Background: an optimization exercise with open tools, aiming at small area, a short achievable clock period and few clock cycles. Do not read the settings as production practice. Only simulation tests tie the RTL to the original design; equivalence was not proved. Power is estimated from default activity; no workload was simulated.

==> inputs of job 5716 <==
## gfr6_engine
module gfr6_engine (
    input  wire        clk,
    input  wire        rst_n,
    input  wire        cmd_valid,
    output wire        cmd_ready,
    input  wire [31:0] cmd_data,
    output wire        rsp_valid,
    input  wire        rsp_ready,
    output wire [31:0] rsp_data
);
export LEC_CHECK = 0
export ABC_AREA = 1
export ABC_CLOCK_PERIOD_IN_PS = 3500
export CAP_MARGIN = 20
export CORE_MARGIN = 2
export CORE_UTILIZATION = 40
export PLACE_DENSITY = 0.6
export SLEW_MARGIN = 20
create_clock -name core_clock -period 14.0 [get_ports {clk}]
standard.sh (not shown) runs the stock make flow with config.mk's settings and CLKGATE_MAP_FILE= SYNTH_SCRIPT=/design/flow/synth_recipe.tcl, a recipe that flattens the netlist after the stock synthesis.
==> flow/flow/run.sh <==
#!/bin/bash
# The standard layout (the standard.sh, unchanged synthesis and steps),
# with ORFS's timing repair aiming for more setup slack than the default and
# the port buffers made of plain buffer cells instead of delay buffers.
set -euo pipefail
bash standard.sh SETUP_SLACK_MARGIN=10 "BUFFER_PORTS_ARGS=-buffer_cell sky130_fd_sc_hd__buf_4" finish > standard.log 2>&1
==> job 8929 (differences from job 5716) <==
--- a/flow/design.v
+++ b/flow/design.v
@@ -234,19 +234,17 @@
         (w_oh[I_GFPOW] & w_z24);
     reg         v1, l1, g1, m1, e1, b1, r01, b161;
     reg  [2:0]  st1;
     reg  [7:0]  x1, k1;
     reg         v2, m2, e2, b2, r02, b162;
     reg  [2:0]  st2;
     reg  [7:0]  l2;
     reg  [11:0] k2;          
-    reg  [7:0]  h2;          
     reg  [2:0]  step;        
-    reg         ph;          
     reg         bval;        
     reg         v3, e3, n3, r03, b163;
     reg  [2:0]  st3;
     reg  [7:0]  t3, h3;
     reg         v4, e4, r04, b164;
     reg  [2:0]  st4;
     reg  [7:0]  t4, h4;
     reg         o_v, k_v;
@@ -325,28 +323,26 @@
                         ({8{d_g || s_exp}} & fb) |
                         {{7{s_inv}}, 1'b0} |
                         ({8{s_pow}} & emod) |
                         ({8{s_log}} & cinv);
     wire consume = c_v && adv && !busy;
     wire [7:0] logx, mulxk;
     gfr6_logk u_log  (.i(x1), .o(logx));
     gfr6_pmul u_pmul (.a(x1), .b(k1), .poly_lo(ppoly), .p(mulxk));
-    wire [11:0] kbx, kbc, kbt;
+    wire [11:0] kbx, kbc;
     gfr6_booth  u_bx (.b(b1 ? logx : k1), .d(kbx));
     gfr6_booth  u_bc (.b(cinv), .d(kbc));
-    gfr6_booth  u_bt (.b(t3), .d(kbt));
-    localparam [11:0] BOOTH_ONE = 12'b000_000_000_001;
     wire [7:0] prod;
     gfr6_mul255 u_mul (.a(l2), .d(k2), .p(prod));
     wire pirr, lunit;
     gfr6_irr  u_irr  (.poly_lo(ppoly), .irr(pirr));
     gfr6_unit u_unit (.i(l2), .o(lunit));
     wire bact   = b2 && v2;
-    wire b_done = bact && (step == 3'd6);
+    wire b_done = bact && (step == 3'd7);
     wire b_iter = bact && !b_done;
     wire [7:0] expt;
     gfr6_expk u_exp (.i(t3), .o(expt));
     wire [7:0] psit;
     gfr6_psi  u_psi (.poly_lo(ppoly), .x(t4), .y(psit));
     wire [7:0] f_lo = e4 ? psit : t4;
     wire taken = o_v && rsp_ready;
     wire inc   = adv && v4;
@@ -423,61 +419,55 @@
             m1   <= d_m;
             e1   <= d_e;
             b1   <= d_b;
             r01  <= d_r0;
             b161 <= d_b16;
             x1   <= d_x;
             k1   <= d_k;
             if (b_iter) begin
-                ph <= !ph;
-                if (ph) begin
-                    step <= step + 3'd1;
-                    if (step == 3'd0)
-                        bval <= lunit && pirr;
-                    if (step == 3'd5) begin
-                        cinv <= t3;
-                        l2   <= bval ? 8'd0 : gen;
-                        h2   <= bval ? 8'd0 : poly_lo;
-                        k2   <= BOOTH_ONE;
-                    end else begin
-                        l2   <= t3;
-                        k2   <= step[0] ? kbt : kbc;
-                    end
-                end
+                if (step != 3'd2)
+                    l2 <= prod;
+                if (step == 3'd0 || step == 3'd2)
+                    k2 <= kbc;
+                if (step == 3'd1 || step == 3'd6)
+                    cinv <= prod;
+                if (step == 3'd0)
+                    bval <= lunit && pirr;
+                step <= step + 3'd1;
             end else begin
                 st2  <= st1;
                 m2   <= m1;
                 e2   <= e1;
                 b2   <= b1;
                 r02  <= r01;
                 b162 <= b161;
                 l2   <= l1 ? logx : (g1 ? mulxk : x1);
-                k2   <= (m1 || b1) ? kbx : BOOTH_ONE;
-                h2   <= (m1 || g1 || b1) ? 8'd0 : k1;
+                k2   <= (m1 || b1) ? kbx : {4'd0, (g1 ? 8'd0 : k1)};
                 step <= 3'd0;
-                ph   <= 1'b0;
                 if (b1 && v1)
                     cinv <= logx;
             end
             if (b_done) begin
                 st3  <= bval ? ST_OK : ST_INVGEN;
                 e3   <= 1'b0;
                 n3   <= 1'b0;
                 r03  <= 1'b0;
                 b163 <= !bval;
+                t3   <= bval ? 8'd0 : gen;
+                h3   <= bval ? 8'd0 : poly_lo;
             end else begin
                 st3  <= st2;
                 e3   <= e2;
                 n3   <= m2 && !e2;
                 r03  <= r02;
                 b163 <= b162;
+                t3   <= m2 ? prod : l2;
+                h3   <= m2 ? 8'd0 : k2[7:0];
             end
-            t3   <= prod;
-            h3   <= h2;
             st4  <= st3;
             e4   <= e3;
             r04  <= r03;
             b164 <= b163;
             t4   <= e3 ? expt : ((n3 && t3 == 8'hFF) ? 8'h00 : t3);
             h4   <= h3;
         end
         if (o_load) begin
==> flow/flow/run.sh (replaced) <==
#!/bin/bash
# The standard layout (the standard.sh, unchanged synthesis and steps),
# with ORFS's timing repair aiming for more setup slack than the default and
# the port buffers made of plain buffer cells instead of delay buffers.
set -euo pipefail
bash standard.sh SETUP_SLACK_MARGIN=9.7 "BUFFER_PORTS_ARGS=-buffer_cell sky130_fd_sc_hd__buf_4" finish > standard.log 2>&1
- CORE_UTILIZATION: 40 -> 55
- PLACE_DENSITY: 0.6 -> 0.7
==> job 4589 (differences from job 5716) <==
--- a/flow/design.v
+++ b/flow/design.v
@@ -16,49 +16,16 @@
         for (i = 0; i < 8; i = i + 1)
             if (b[i]) r = r ^ ({7'd0, a} << i);
         q = r[7:0];
         for (i = 0; i < 7; i = i + 1)
             if (r[8+i]) q = q ^ rd[i];
     end
     assign p = q;
 endmodule
-module gfr6_mulcsa (
-    input  wire [7:0] a,
-    input  wire [7:0] b,
-    output wire [7:0] u,
-    output wire [7:0] w
-);
-    function [7:0] rotl(input [7:0] x, input integer n);
-        rotl = (x << n) | (x >> (8 - n));
-    endfunction
-    function [15:0] csa(input [7:0] x, input [7:0] y, input [7:0] z);
-        reg [7:0] c;
-        begin
-            c = (x & y) | (x & z) | (y & z);
-            csa = {x ^ y ^ z, c[6:0], c[7]};
-        end
-    endfunction
-    wire [7:0] pp0 = b[0] ? a          : 8'd0;
-    wire [7:0] pp1 = b[1] ? rotl(a, 1) : 8'd0;
-    wire [7:0] pp2 = b[2] ? rotl(a, 2) : 8'd0;
-    wire [7:0] pp3 = b[3] ? rotl(a, 3) : 8'd0;
-    wire [7:0] pp4 = b[4] ? rotl(a, 4) : 8'd0;
-    wire [7:0] pp5 = b[5] ? rotl(a, 5) : 8'd0;
-    wire [7:0] pp6 = b[6] ? rotl(a, 6) : 8'd0;
-    wire [7:0] pp7 = b[7] ? rotl(a, 7) : 8'd0;
-    wire [15:0] c1 = csa(pp0, pp1, pp2);
-    wire [15:0] c2 = csa(pp3, pp4, pp5);
-    wire [15:0] c3 = csa(c1[15:8], c1[7:0], c2[15:8]);
-    wire [15:0] c4 = csa(c2[7:0], pp6, pp7);
-    wire [15:0] c5 = csa(c3[15:8], c3[7:0], c4[15:8]);
-    wire [15:0] c6 = csa(c5[15:8], c5[7:0], c4[7:0]);
-    assign u = c6[15:8];
-    assign w = c6[7:0];
-endmodule
 module gfr6_booth (
     input  wire [7:0]  b,
     output wire [11:0] d
 );
     function [2:0] dig(input hi, input mid, input lo);
         begin
             dig[2] = hi & ~(mid & lo);
             dig[1] = (hi & ~mid & ~lo) | (~hi & mid & lo);
@@ -137,20 +104,32 @@
     input  wire [7:0] i,
     output wire [0:0] o
 );
     localparam [255:0] T = 256'h0228008020808008200202088000288008820228800020008200280028000000;
     assign o = T[i];
 endmodule
 module gfr6_unit (
     input  wire [7:0] i,
-    output wire [0:0] o
+    output wire       o
 );
-    localparam [255:0] T = 256'h6996932d865b4cb6916d32da65b4ca6996532da65b4cb6896d32da61b4c96996;
-    assign o = T[i];
+    wire [4:0] s = {1'b0, i[7:4]} + {1'b0, i[3:0]};
+    reg        d3, d5;
+    always @* begin
+        case (s)
+            5'd0, 5'd3, 5'd6, 5'd9, 5'd12, 5'd15, 5'd18, 5'd21, 5'd24, 5'd27, 5'd30:
+                d3 = 1'b1;
+            default: d3 = 1'b0;
+        endcase
+        case (s)
+            5'd0, 5'd5, 5'd10, 5'd15, 5'd20, 5'd25, 5'd30: d5 = 1'b1;
+            default: d5 = 1'b0;
+        endcase
+    end
+    assign o = !d3 && !d5 && (i[7:4] != i[3:0]);
 endmodule
 module gfr6_irr (
     input  wire [7:0] poly_lo,
     output wire       irr
 );
     gfr6_irr_t u_t (.i(poly_lo), .o(irr));
 endmodule
 module gfr6_logk (
@@ -178,16 +157,24 @@
     output wire [31:0] rsp_data
 );
     localparam [2:0] ST_OK       = 3'b000;
     localparam [2:0] ST_INVGEN   = 3'b001;
     localparam [2:0] ST_DIVZERO  = 3'b010;
     localparam [2:0] ST_NOTREADY = 3'b100;
     localparam [2:0] ST_LOCKED   = 3'b101;
     localparam [2:0] ST_ILLEGAL  = 3'b111;
+    localparam [2:0] F_OK     = 3'd0;
+    localparam [2:0] F_R0     = 3'd1;
+    localparam [2:0] F_B16    = 3'd2;
+    localparam [2:0] F_INVGEN = 3'd3;        
+    localparam [2:0] F_DIVZ   = 3'd4;
+    localparam [2:0] F_NOTR   = 3'd5;
+    localparam [2:0] F_LOCK   = 3'd6;
+    localparam [2:0] F_ILL    = 3'd7;
     localparam [5:0] OP_NOP     = 6'h01;
     localparam [5:0] OP_RDREG   = 6'h02;
     localparam [5:0] OP_CLRERR  = 6'h03;
     localparam [5:0] OP_SETPOLY = 6'h04;
     localparam [5:0] OP_SETGEN  = 6'h05;
     localparam [5:0] OP_BUILD   = 6'h06;
     localparam [5:0] OP_GFADD   = 6'h08;
     localparam [5:0] OP_GFMUL   = 6'h09;
@@ -227,37 +214,38 @@
                         w_op == OP_CLRERR, w_op == OP_RDREG, w_op == OP_NOP};
     wire        w_legal =
         ((w_oh[I_NOP] | w_oh[I_CLRERR] | w_oh[I_BUILD]) & w_z0) |
         (w_oh[I_RDREG] & w_z4 & (cmd_data[3:0] <= 4'd10)) |
         ((w_oh[I_SETPOLY] | w_oh[I_SETGEN] | w_oh[I_GFINV] | w_oh[I_RDLOG] |
           w_oh[I_RDEXP]) & w_z8) |
         ((w_oh[I_GFADD] | w_oh[I_GFMUL]) & w_z16) |
         (w_oh[I_GFPOW] & w_z24);
-    reg         v1, l1, g1, m1, e1, b1, r01, b161;
-    reg  [2:0]  st1;
+    reg         v1, l1, g1, m1, e1, b1;
+    reg  [2:0]  f1;
     reg  [7:0]  x1, k1;
-    reg         v2, m2, e2, b2, r02, b162;
-    reg  [2:0]  st2;
+    reg         v2, m2, e2, b2;
+    reg  [2:0]  f2;
     reg  [7:0]  l2;
     reg  [11:0] k2;          
     reg  [7:0]  h2;          
     reg  [2:0]  step;        
     reg         ph;          
     reg         bval;        
-    reg         v3, e3, n3, r03, b163;
-    reg  [2:0]  st3;
+    reg         v3, e3, n3;
+    reg  [2:0]  f3;
     reg  [7:0]  t3, h3;
-    reg         v4, e4, r04, b164;
-    reg  [2:0]  st4;
+    reg         v4, e4;
+    reg  [2:0]  f4;
     reg  [7:0]  t4, h4;
     reg         o_v, k_v;
-    reg  [2:0]  o_st, k_st;
-    reg         o_r0, k_r0, o_b16, k_b16;
+    reg  [2:0]  o_st, k_f;
+    reg         o_r0, o_b16;
     reg  [7:0]  o_hi, k_hi, o_lo, k_lo;
+    reg         k_e;         
     reg         busy;        
     wire adv = !k_v;
     assign cmd_ready = rdy_q;
     assign rsp_valid = o_v;
     assign rsp_data  = {o_st[2], 1'b0, o_st[1:0], 2'b00, o_r0, 2'b00, o_r0, 1'b0,
                         o_r0, 1'b0, o_r0, o_r0, o_b16, o_hi, o_lo};
     wire [7:0]  fa    = c_q[15:8];
     wire [7:0]  fb    = c_q[7:0];
@@ -305,18 +293,22 @@
     wire       d_lock = c_op && tblv;
     wire       d_divz = fld && q_oh[I_GFINV] && q_zb;
     wire [2:0] d_st   = {q_ill || d_lock || d_notr, q_ill || d_divz, q_ill || d_lock};
     wire       d_b    = ok && q_oh[I_BUILD] && !tblv;
     wire       d_g    = fld && q_oh[I_GFMUL];
     wire       d_m    = s_inv || s_pow || s_log || s_exp;
     wire       d_l    = d_m || d_b;
     wire       d_e    = s_inv || s_pow || s_exp;
-    wire       d_r0   = s_rd && rd_r0;
-    wire       d_b16  = s_rd && rd_b16;
+    wire [2:0] d_f    = q_ill  ? F_ILL  :
+                        d_lock ? F_LOCK :
+                        d_notr ? F_NOTR :
+                        d_divz ? F_DIVZ :
+                        (s_rd && rd_r0)  ? F_R0  :
+                        (s_rd && rd_b16) ? F_B16 : F_OK;
     wire       d_clr  = ok && q_oh[I_CLRERR];
     wire       d_spoly = ok && q_oh[I_SETPOLY] && !tblv;
     wire       d_sgen = ok && q_oh[I_SETGEN] && !tblv;
     wire [7:0] d_x    = ({8{s_rd}} & rd_lo) |
                         ({8{ok && q_oh[I_GFADD]}} & (fa ^ fb)) |
                         ({8{d_g}} & fa) |
                         ({8{d_l}} & phix) |
                         {7'd0, fld && q_oh[I_GFPOW] && q_ze} |
@@ -340,19 +332,33 @@
     wire pirr, lunit;
     gfr6_irr  u_irr  (.poly_lo(ppoly), .irr(pirr));
     gfr6_unit u_unit (.i(l2), .o(lunit));
     wire bact   = b2 && v2;
     wire b_done = bact && (step == 3'd6);
     wire b_iter = bact && !b_done;
     wire [7:0] expt;
     gfr6_expk u_exp (.i(t3), .o(expt));
+    wire [7:0] x_lo = k_v ? k_lo : t4;
+    wire       x_e  = k_v ? k_e  : e4;
     wire [7:0] psit;
-    gfr6_psi  u_psi (.poly_lo(ppoly), .x(t4), .y(psit));
-    wire [7:0] f_lo = e4 ? psit : t4;
+    gfr6_psi  u_psi (.poly_lo(ppoly), .x(x_lo), .y(psit));
+    wire [7:0] f_lo = x_e ? psit : x_lo;
+    wire [2:0] fsel = k_v ? k_f : f4;
+    reg  [2:0] fst;
+    always @* begin
+        case (fsel)
+            F_INVGEN: fst = ST_INVGEN;
+            F_DIVZ:   fst = ST_DIVZERO;
+            F_NOTR:   fst = ST_NOTREADY;
+            F_LOCK:   fst = ST_LOCKED;
+            F_ILL:    fst = ST_ILLEGAL;
+            default:  fst = ST_OK;
+        endcase
+    end
     wire taken = o_v && rsp_ready;
     wire inc   = adv && v4;
     wire o_load = !o_v || taken;
     wire c_v_n  = (cmd_valid && rdy_q) || (c_v && !consume);
     wire k_v_n  = o_load ? 1'b0 : (k_v || inc);
     wire busy_n = (busy && !(adv && b_done)) || (consume && d_b);
     always @(posedge clk) begin
         if (!rst_n) begin
@@ -412,24 +418,22 @@
         if (!c_v || consume) begin
             c_q   <= cmd_data;
             q_ill <= !w_legal;
             q_oh  <= w_oh;
             q_zb  <= (cmd_data[7:0] == 8'd0);
             q_ze  <= (cmd_data[23:8] == 16'd0);
         end
         if (adv) begin
-            st1  <= d_st;
+            f1   <= d_f;
             l1   <= d_l;
             g1   <= d_g;
             m1   <= d_m;
             e1   <= d_e;
             b1   <= d_b;
-            r01  <= d_r0;
-            b161 <= d_b16;
             x1   <= d_x;
             k1   <= d_k;
             if (b_iter) begin
                 ph <= !ph;
                 if (ph) begin
                     step <= step + 3'd1;
                     if (step == 3'd0)
                         bval <= lunit && pirr;
@@ -439,60 +443,51 @@
                         h2   <= bval ? 8'd0 : poly_lo;
                         k2   <= BOOTH_ONE;
                     end else begin
                         l2   <= t3;
                         k2   <= step[0] ? kbt : kbc;
                     end
                 end
             end else begin
-                st2  <= st1;
+                f2   <= f1;
                 m2   <= m1;
                 e2   <= e1;
                 b2   <= b1;
-                r02  <= r01;
-                b162 <= b161;
                 l2   <= l1 ? logx : (g1 ? mulxk : x1);
                 k2   <= (m1 || b1) ? kbx : BOOTH_ONE;
                 h2   <= (m1 || g1 || b1) ? 8'd0 : k1;
                 step <= 3'd0;
                 ph   <= 1'b0;
                 if (b1 && v1)
                     cinv <= logx;
             end
             if (b_done) begin
-                st3  <= bval ? ST_OK : ST_INVGEN;
+                f3   <= bval ? F_OK : F_INVGEN;
                 e3   <= 1'b0;
                 n3   <= 1'b0;
-                r03  <= 1'b0;
-                b163 <= !bval;
             end else begin
-                st3  <= st2;
+                f3   <= f2;
                 e3   <= e2;
                 n3   <= m2 && !e2;
-                r03  <= r02;
-                b163 <= b162;
             end
             t3   <= prod;
             h3   <= h2;
-            st4  <= st3;
+            f4   <= f3;
             e4   <= e3;
-            r04  <= r03;
-            b164 <= b163;
             t4   <= e3 ? expt : ((n3 && t3 == 8'hFF) ? 8'h00 : t3);
             h4   <= h3;
         end
         if (o_load) begin
-            o_st  <= k_v ? k_st  : st4;
-            o_r0  <= k_v ? k_r0  : r04;
-            o_b16 <= k_v ? k_b16 : b164;
+            o_st  <= fst;
+            o_r0  <= (fsel == F_R0);
+            o_b16 <= (fsel == F_B16) || (fsel == F_INVGEN);
             o_hi  <= k_v ? k_hi  : h4;
-            o_lo  <= k_v ? k_lo  : f_lo;
+            o_lo  <= f_lo;
         end
         if (!k_v) begin
-            k_st  <= st4;
-            k_r0  <= r04;
-            k_b16 <= b164;
+            k_f   <= f4;
             k_hi  <= h4;
-            k_lo  <= f_lo;
+            k_lo  <= t4;
+            k_e   <= e4;
         end
     end
 endmodule
- CORE_UTILIZATION: 40 -> 55
- PLACE_DENSITY: 0.6 -> 0.7
==> comparison <==
Design area, lowest first: job 4589, job 8929, job 5716. Die area: job 5716 > job 8929 > job 4589. Of job 8929 and job 4589, job 4589 has the higher register-to-register slack (gap 0.30 ns). Routed wire length: job 8929 is smaller than job 5716 (7.2%). Sequential power, highest first: job 5716, job 8929, job 4589. Job 4589 went through all stages and came out clean. Job 5716 completed without violations. Job 8929 completed with no timing, DRC or antenna violations.
Testbench counts of job 5716, summed over its fixed seeds: cycles 13,536.
Testbench counts of job 8929, summed over its fixed seeds: cycles 13,376.
Testbench counts of job 4589, summed over its fixed seeds: cycles 13,536.

separate check: timing with driven ports:
How much do the figures lean on ideal ports? The routed layouts below were timed once more, with nothing changed but the port constraints. Step 1 sets driving cells, clkbuf_16 on the clock port and buf_2 on the other inputs (assumed; they add their load-dependent delay and slew). Step 2 adds t to the input delays and takes it off the output delays; t is the mean of the earliest and latest rising clock arrival at the registers after step 1. Input paths then give back, and output paths get back, about the clock's delay inside the block. Slacks: no drivers / after step 1 / after step 2; pairs: no drivers / after step 1.
| run | t (ns) | setup WS [ns] | latest minus earliest clock arrival (ns) | worst register clock-pin slew, ns |
|---|---|---|---|---|
| job 5716 | 0.653 | 10.026 / 9.963 / 9.528 | 0.046 / 0.046 | 0.07 / 0.07 |
| job 8929 | 0.661 | 9.662 / 9.662 / 9.373 | 0.028 / 0.028 | 0.08 / 0.08 |
| job 4589 | 0.641 | 9.924 / 9.870 / 9.378 | 0.020 / 0.020 | 0.07 / 0.07 |
After both steps setup and hold are still met in every run listed. For job 4589, which loses most, drivers alone change the setup slack by -0.054 ns; drivers and shift together by -0.546 ns.
